Background: an optimization exercise with open tools, aiming at small area, a short achievable clock period and few clock cycles. Do not read the settings as production practice. At most, simulation tests tie the RTL to the original design; equivalence was not proved. Power and IR drop assume default switching activity.

==> inputs of build 22 <==
// sla_layer_codec
module sla_layer_codec (
    input  wire        clk,
    input  wire        rst,
    input  wire        cmd_valid,
    output wire        cmd_ready,
    input  wire        cmd_op,        
    input  wire [7:0]  cmd_w,
    input  wire [7:0]  cmd_h,
    input  wire [3:0]  cmd_n,         
    input  wire [19:0] cmd_len,       
    output reg         mem_re,
    output reg         mem_we,
    output reg  [15:0] mem_addr,
    output reg  [7:0]  mem_wdata,
    input  wire [7:0]  mem_rdata,
    output reg         tok_out_valid,
    input  wire        tok_out_ready,
    output reg  [7:0]  tok_out_data,
    input  wire        tok_in_valid,
    output wire        tok_in_ready,
    input  wire [7:0]  tok_in_data,
    output wire        done,
    output wire        done_fail,
    output wire [3:0]  done_code,
    output wire [31:0] done_word
);
    localparam [3:0]
        ST_IDLE  = 4'd0,
        ST_MUL   = 4'd1,    
        ST_SRUN  = 4'd2,    
        ST_SFIN  = 4'd3,    
        ST_MSTR  = 4'd4,    
        ST_MRMW  = 4'd5,    
        ST_MCHK  = 4'd6,    
        ST_MGRP  = 4'd7,    
        ST_MTAIL = 4'd8,    
        ST_MSCL  = 4'd9,    
        ST_MSLOW = 4'd10,   
        ST_DONE  = 4'd11;
    reg [3:0]  st;
    reg        op;
    reg        pz;           
    reg [7:0]  wreg;
    reg [7:0]  hreg;
    reg [3:0]  nreg;
  ...
make LEC_CHECK=0 ABC_CLOCK_PERIOD_IN_PS=3500 CAP_MARGIN=20 CORE_MARGIN=2 CORE_UTILIZATION=40 PLACE_DENSITY=0.6 SETUP_SLACK_MARGIN=5 SLEW_MARGIN=20 finish   # period 10.0 ns
run.sh (not shown) runs the stock make flow with config.mk's settings and CLKGATE_MAP_FILE= SYNTH_SCRIPT=/design/flow/synth_recipe.tcl, a recipe that flattens the netlist after the stock synthesis.
==> build 36 (differences from build 22) <==
==> flow/config.mk (replaced) <==
export PLATFORM = sky130hd
export DESIGN_NAME = sla_layer_codec
export DESIGN_NICKNAME = sla_layer_codec
export VERILOG_FILES = /design/flow/design.v
export SDC_FILE = /design/flow/constraint.sdc
export NUM_CORES = 4
export LEC_CHECK = 0
export ABC_AREA = 1
export CAP_MARGIN = 20
export CORE_MARGIN = 2
export CORE_UTILIZATION = 40
export PLACE_DENSITY = 0.6
export SLEW_MARGIN = 20
==> build 11 (differences from build 22) <==
--- a/flow/design.v
+++ b/flow/design.v
@@ -9,43 +9,40 @@
     input  wire [3:0]  cmd_n,         
     input  wire [19:0] cmd_len,       
     output reg         mem_re,
     output reg         mem_we,
     output reg  [15:0] mem_addr,
     output reg  [7:0]  mem_wdata,
     input  wire [7:0]  mem_rdata,
-    output reg         tok_out_valid,
+    output wire        tok_out_valid,
     input  wire        tok_out_ready,
-    output reg  [7:0]  tok_out_data,
+    output wire [7:0]  tok_out_data,
     input  wire        tok_in_valid,
     output wire        tok_in_ready,
     input  wire [7:0]  tok_in_data,
     output wire        done,
     output wire        done_fail,
     output wire [3:0]  done_code,
     output wire [31:0] done_word
 );
     localparam [3:0]
         ST_IDLE  = 4'd0,
         ST_MUL   = 4'd1,    
         ST_SRUN  = 4'd2,    
-        ST_SFIN  = 4'd3,    
         ST_MSTR  = 4'd4,    
         ST_MRMW  = 4'd5,    
         ST_MCHK  = 4'd6,    
         ST_MGRP  = 4'd7,    
         ST_MTAIL = 4'd8,    
         ST_MSCL  = 4'd9,    
         ST_MSLOW = 4'd10,   
         ST_DONE  = 4'd11;
     reg [3:0]  st;
     reg        op;
     reg        pz;           
-    reg [7:0]  wreg;
-    reg [7:0]  hreg;
     reg [3:0]  nreg;
     reg [2:0]  mcnt;
     reg [15:0] P;
     reg [15:0] idx;
     reg [26:0] pl;           
     reg [26:0] D;            
     reg [19:0] blft;
@@ -61,19 +58,19 @@
     reg [6:0]  pend;
     reg        sfl;          
     reg [3:0]  cpl;          
     reg        tv;
     reg [6:0]  trem;
     reg        tvalid;
     reg        newtok;
-    reg [7:0]  acc;
     reg        conv;         
     reg        fin;          
     reg [1:0]  ph;
     reg [31:0] cnt;          
+    wire [7:0] acc = cnt[7:0];
     assign cmd_ready    = (st == ST_IDLE);
     assign done         = (st == ST_DONE);
     assign done_fail    = rfail;
     assign done_code    = rcode;
     assign done_word    = {5'd0, wsel ? pl : D};
     assign tok_in_ready = (st == ST_MSTR) && !tvalid && !blz;
     wire n_ok = (nreg == 4'd1) || (nreg == 4'd2) || (nreg == 4'd4) || (nreg == 4'd8);
@@ -82,43 +79,28 @@
         case (nreg)
             4'd1:    rbit = mem_rdata[7];
             4'd2:    rbit = (mem_rdata[7:6] >= {tg2[0], 1'b1});
             4'd4:    rbit = (mem_rdata[7:5] >= {tg2[1:0], 1'b1});
             default: rbit = (mem_rdata[7:4] >= {tg2[2:0], 1'b1});
         endcase
     end
+    wire [8:0]  mul_sum  = {1'b0, P[15:8]} + (P[0] ? {1'b0, D[7:0]} : 9'd0);
     wire [16:0] idx_inc  = {1'b0, idx} + 17'd1;
     wire        idx_last = (idx_inc[15:0] == P);
     wire        rd_more  = (pl[3:0] != nreg);
     wire [2:0]  credit   = fcnt + {2'd0, rvalid} + {2'd0, mem_re};
     wire        s_issue  = (st == ST_SRUN) && rd_more && (credit <= 3'd3);
-    wire out_free = !tok_out_valid || tok_out_ready;
     wire hv = (fcnt != 3'd0);
     wire hb = fb[0];
     wire hl = fl[0];
-    reg s_pop, s_emit;
-    always @(*) begin
-        s_pop  = 1'b0;
-        s_emit = 1'b0;
-        if (st == ST_SRUN) begin
-            if (sfl) begin
-                if (out_free) begin
-                    s_emit = 1'b1;
-                    s_pop  = hv;
-                end
-            end else if (hv) begin
-                if (pend == 7'd0 || (hb == cur && pend != 7'd125)) begin
-                    s_pop = 1'b1;
-                end else if (out_free) begin
-                    s_pop  = 1'b1;
-                    s_emit = 1'b1;
-                end
-            end
-        end
-    end
+    wire s_ext = (pend == 7'd0) || (hb == cur && pend != 7'd125);
+    assign tok_out_valid = (st == ST_SRUN) && (sfl || (hv && !s_ext));
+    assign tok_out_data  = {cur, pend};
+    wire s_take = tok_out_valid && tok_out_ready;
+    wire s_pop  = (st == ST_SRUN) && hv && (sfl ? tok_out_ready : (s_ext || tok_out_ready));
     wire s_push = (st == ST_SRUN) && rvalid;
     wire [2:0]  pos     = idx[2:0];
     wire [3:0]  avail   = 4'd8 - {1'b0, pos};
     wire        tfits   = ({1'b0, trem} < {4'd0, avail});
     wire [3:0]  tstep   = tfits ? trem[3:0] : avail;
     wire [3:0]  pend_hi = {1'b0, pos} + tstep;       
     wire        in_tail = (idx[15:3] == P[15:3]);
@@ -190,48 +172,43 @@
     wire [3:0] gmax    = fin ? (pl[3:0] - 4'd1) : 4'd7;    
     always @(posedge clk) begin
         if (rst) begin
             st            <= ST_IDLE;
             mem_re        <= 1'b0;
             mem_we        <= 1'b0;
             rvalid        <= 1'b0;
-            tok_out_valid <= 1'b0;
             tvalid        <= 1'b0;
         end else begin
             mem_re <= 1'b0;
             mem_we <= 1'b0;
             rvalid <= mem_re;
-            if (tok_out_ready)
-                tok_out_valid <= 1'b0;
             case (st)
                 ST_IDLE: begin
                     if (cmd_valid) begin
                         op     <= cmd_op;
                         pz     <= (cmd_w == 8'd0) || (cmd_h == 8'd0);
-                        wreg   <= cmd_w;
-                        hreg   <= cmd_h;
                         nreg   <= cmd_n;
                         blft   <= cmd_len;
                         blz    <= (cmd_len == 20'd0);
-                        P      <= 16'd0;
+                        P      <= {8'd0, cmd_h};
                         mcnt   <= 3'd0;
                         idx    <= 16'd0;
                         pl     <= 27'd0;
-                        D      <= 27'd0;
+                        D      <= {19'd0, cmd_w};
                         rfail  <= 1'b0;
                         rcode  <= 4'd0;
                         wsel   <= 1'b0;
                         st     <= ST_MUL;
                     end
                 end
                 ST_MUL: begin
-                    P    <= {P[14:0], 1'b0} + (hreg[7] ? {8'd0, wreg} : 16'd0);
-                    hreg <= {hreg[6:0], 1'b0};
+                    P    <= {mul_sum, P[7:1]};
                     mcnt <= mcnt + 3'd1;
                     if (mcnt == 3'd7) begin
+                        D      <= 27'd0;
                         fcnt   <= 3'd0;
                         sfl    <= 1'b0;
                         pend   <= 7'd0;
                         cpl    <= 4'd0;
                         tvalid <= 1'b0;
                         newtok <= 1'b0;
                         conv   <= 1'b0;
@@ -270,46 +247,39 @@
                         fl <= {1'b0, fl[3:1]};
                     end
                     if (s_push) begin
                         fb[fcnt - {2'd0, s_pop}] <= rbit;
                         fl[fcnt - {2'd0, s_pop}] <= tg2[3];
                     end
                     fcnt <= fcnt + {2'd0, s_push} - {2'd0, s_pop};
-                    if (s_emit) begin
-                        tok_out_valid <= 1'b1;
-                        tok_out_data  <= {cur, pend};
-                        D             <= D + 27'd1;
-                    end
+                    if (s_take)
+                        D <= D + 27'd1;
                     if (sfl) begin
-                        if (out_free) begin
+                        if (tok_out_ready) begin
                             cpl <= cpl + 4'd1;
+                            if (cpl + 4'd1 == nreg)
+                                st <= ST_DONE;
                             if (hv) begin
                                 cur  <= hb;
                                 pend <= 7'd1;
                                 sfl  <= hl;
                             end else begin
                                 pend <= 7'd0;
                                 sfl  <= 1'b0;
                             end
                         end
                     end else if (s_pop) begin
                         sfl <= hl;
-                        if (pend == 7'd0 || s_emit) begin
+                        if (s_ext && pend != 7'd0) begin
+                            pend <= pend + 7'd1;
+                        end else begin
                             cur  <= hb;
                             pend <= 7'd1;
-                        end else begin
-                            pend <= pend + 7'd1;
                         end
                     end
-                    if (cpl == nreg)
-                        st <= ST_SFIN;
-                end
-                ST_SFIN: begin
-                    if (out_free)
-                        st <= ST_DONE;
                 end
                 ST_MSTR: begin
                     if (tok_in_ready && tok_in_valid) begin
                         tv     <= tok_in_data[7];
                         trem   <= tok_in_data[6:0];
                         tvalid <= 1'b1;
                         blft   <= blft - 20'd1;
@@ -345,15 +315,15 @@
                                     idx <= 16'd0;
                                     pl  <= pl + 27'd1;
                                 end else begin
                                     idx <= idx_inc[15:0];
                                 end
                             end
                         end else begin
-                            acc  <= acc_new;
+                            cnt[7:0] <= acc_new;
                             trem <= trem - {3'd0, tstep};
                             if (tfits)
                                 tvalid <= 1'b0;
                             if (pend_hi[3]) begin
                                 mem_we    <= 1'b1;
                                 mem_addr  <= {idx[15:3], pl[2:0]};
                                 mem_wdata <= acc_new;
@@ -463,22 +433,22 @@
                         2'd0: begin
                             mem_re   <= 1'b1;
                             mem_addr <= idx;
                             ph       <= 2'd1;
                         end
                         2'd1: begin
                             if (rvalid) begin
-                                cnt[3:0] <= mem_rdata[3:0];
+                                cnt <= {8{mem_rdata[3:0]}};
                                 ph       <= 2'd2;
                             end
                         end
                         default: begin
                             mem_we    <= 1'b1;
                             mem_addr  <= idx;
-                            mem_wdata <= f_lut(pl[3:0], cnt[3:0]);
+                            mem_wdata <= gval;
                             ph        <= 2'd0;
                             if (idx_last)
                                 st <= ST_DONE;
                             else
                                 idx <= idx_inc[15:0];
                         end
                     endcase
==> flow/flow/run.sh (new file) <==
#!/bin/bash
# Standard layout, with the timing repair aiming further below the clock period.
set -euo pipefail
bash standard.sh SETUP_SLACK_MARGIN=7 finish > flow.log 2>&1
==> flow/standard.sh (new file) <==
#!/bin/bash
# synth_recipe.tcl (not shown) runs the flow's synth.tcl, then flattens the netlist and writes it again
# the make line also repeats each setting of config.mk as NAME=value (left out here)
make -C /OpenROAD-flow-scripts/flow DESIGN_CONFIG=/design/flow/config.mk WORK_HOME=/design/flow/orfs CLKGATE_MAP_FILE= SYNTH_SCRIPT=/design/flow/synth_recipe.tcl "${@:-finish}"
==> flow/config.mk (replaced) <==
export PLATFORM = sky130hd
export DESIGN_NAME = sla_layer_codec
export DESIGN_NICKNAME = sla_layer_codec
export VERILOG_FILES = /design/flow/design.v
export SDC_FILE = /design/flow/constraint.sdc
export NUM_CORES = 4
export LEC_CHECK = 0
export CAP_MARGIN = 20
export CORE_MARGIN = 2
export CORE_UTILIZATION = 40
export PLACE_DENSITY = 0.6
export SETUP_SLACK_MARGIN = 5
export SLEW_MARGIN = 20
removed: flow/run.sh
==> build 1 (differences from build 22) <==
==> flow/config.mk (replaced) <==
export PLATFORM = sky130hd
export DESIGN_NAME = sla_layer_codec
export DESIGN_NICKNAME = sla_layer_codec
export VERILOG_FILES = /design/flow/design.v
export SDC_FILE = /design/flow/constraint.sdc
export NUM_CORES = 4
export LEC_CHECK = 0
export CAP_MARGIN = 20
export CORE_MARGIN = 2
export CORE_UTILIZATION = 40
export PLACE_DENSITY = 0.6
export SLEW_MARGIN = 20
==> comparison table <==
| metric | build 1 | build 11 | build 36 | build 22 |
|---|---|---|---|---|
| Final std cell area, no fill | 22660 um2 | 25980 um2 | 23830 um2 | 22830 um2 |
| Share of cell area taken by muxes after synthesis | 4.272% | 5.564% | 0% | 4.272% |
| Count of multi-input gates | 1691 | 1606 | 2155 | 1691 |
| Biggest fanout along the worst timing path | 50 | 5 | 27 | 50 |
| Simple logic cell fraction of the synthesized area | 20.17% | 19.60% | 31.16% | 20.17% |
| Highest routed metal layer | met5 | met4 | met5 | met5 |
| Met1 Track Usage GR | 34.60% | 38.57% | 37.18% | 34.85% |
| Via density | 6.077 | 6.213 | 5.501 | 6.059 |
| Total net switching power | 2.484 mW | 2.778 mW | 2.836 mW | 2.535 mW |
| Via count of the routed design | 17700 | 18490 | 20120 | 17760 |
| Result of the run | no timing/DRC/antenna violations | no timing/DRC/antenna violations | no timing/DRC/antenna violations | no timing/DRC/antenna violations |
| Share of the final layout cell area in multi-input gates | 49.18% | 49.68% | 47.15% | 48.96% |
| DR iter-0 viols | 1956 | 1862 | 1752 | 2133 |
Testbench counts of build 22, summed over its fixed seeds: cycles 482,756.
Testbench counts of build 36, summed over its fixed seeds: cycles 482,756.
Testbench counts of build 1, summed over its fixed seeds: cycles 482,756.
For build 11, only the layout was checked, not whether the RTL still works.

[port drivers added, routing unchanged]
No port has a modelled driver above. Below, the same layouts with a new extraction and two added sets of constraints. Step 1 (the two cells are an assumption about what drives the block):
set clk [get_ports {clk}]
set_driving_cell -lib_cell sky130_fd_sc_hd__clkbuf_16 $clk
set_driving_cell -lib_cell sky130_fd_sc_hd__buf_2 [delete_from_list [all_inputs] $clk]
Step 2 moves the port delays by t, midway between the first and last clock arrival at a register: inputs arrive t later, outputs are due t later. That takes back most of the time a late clock gives input paths. Three values: ideal, step 1, step 2; two values: the first two.
| run | t (ns) | setup WS [ns] | clock arrival spread, ns | slew at the worst register clock pin (ns) |
|---|---|---|---|---|
| build 22 | 0.617 | 5.102 / 5.042 / 4.959 | 0.023 / 0.023 | 0.06 / 0.06 |
| build 36 | 0.616 | 4.598 / 4.598 / 4.598 | 0.018 / 0.018 | 0.06 / 0.06 |
| build 11 | 0.665 | 5.888 / 5.822 / 5.955 | 0.034 / 0.035 | 0.07 / 0.07 |
| build 1 | 0.633 | 4.293 / 4.235 / 4.506 | 0.016 / 0.016 | 0.07 / 0.07 |
After both steps every run listed still meets setup and hold. The setup slack of build 22, which loses most, moves by -0.060 ns with the drivers and by -0.143 ns with both steps.
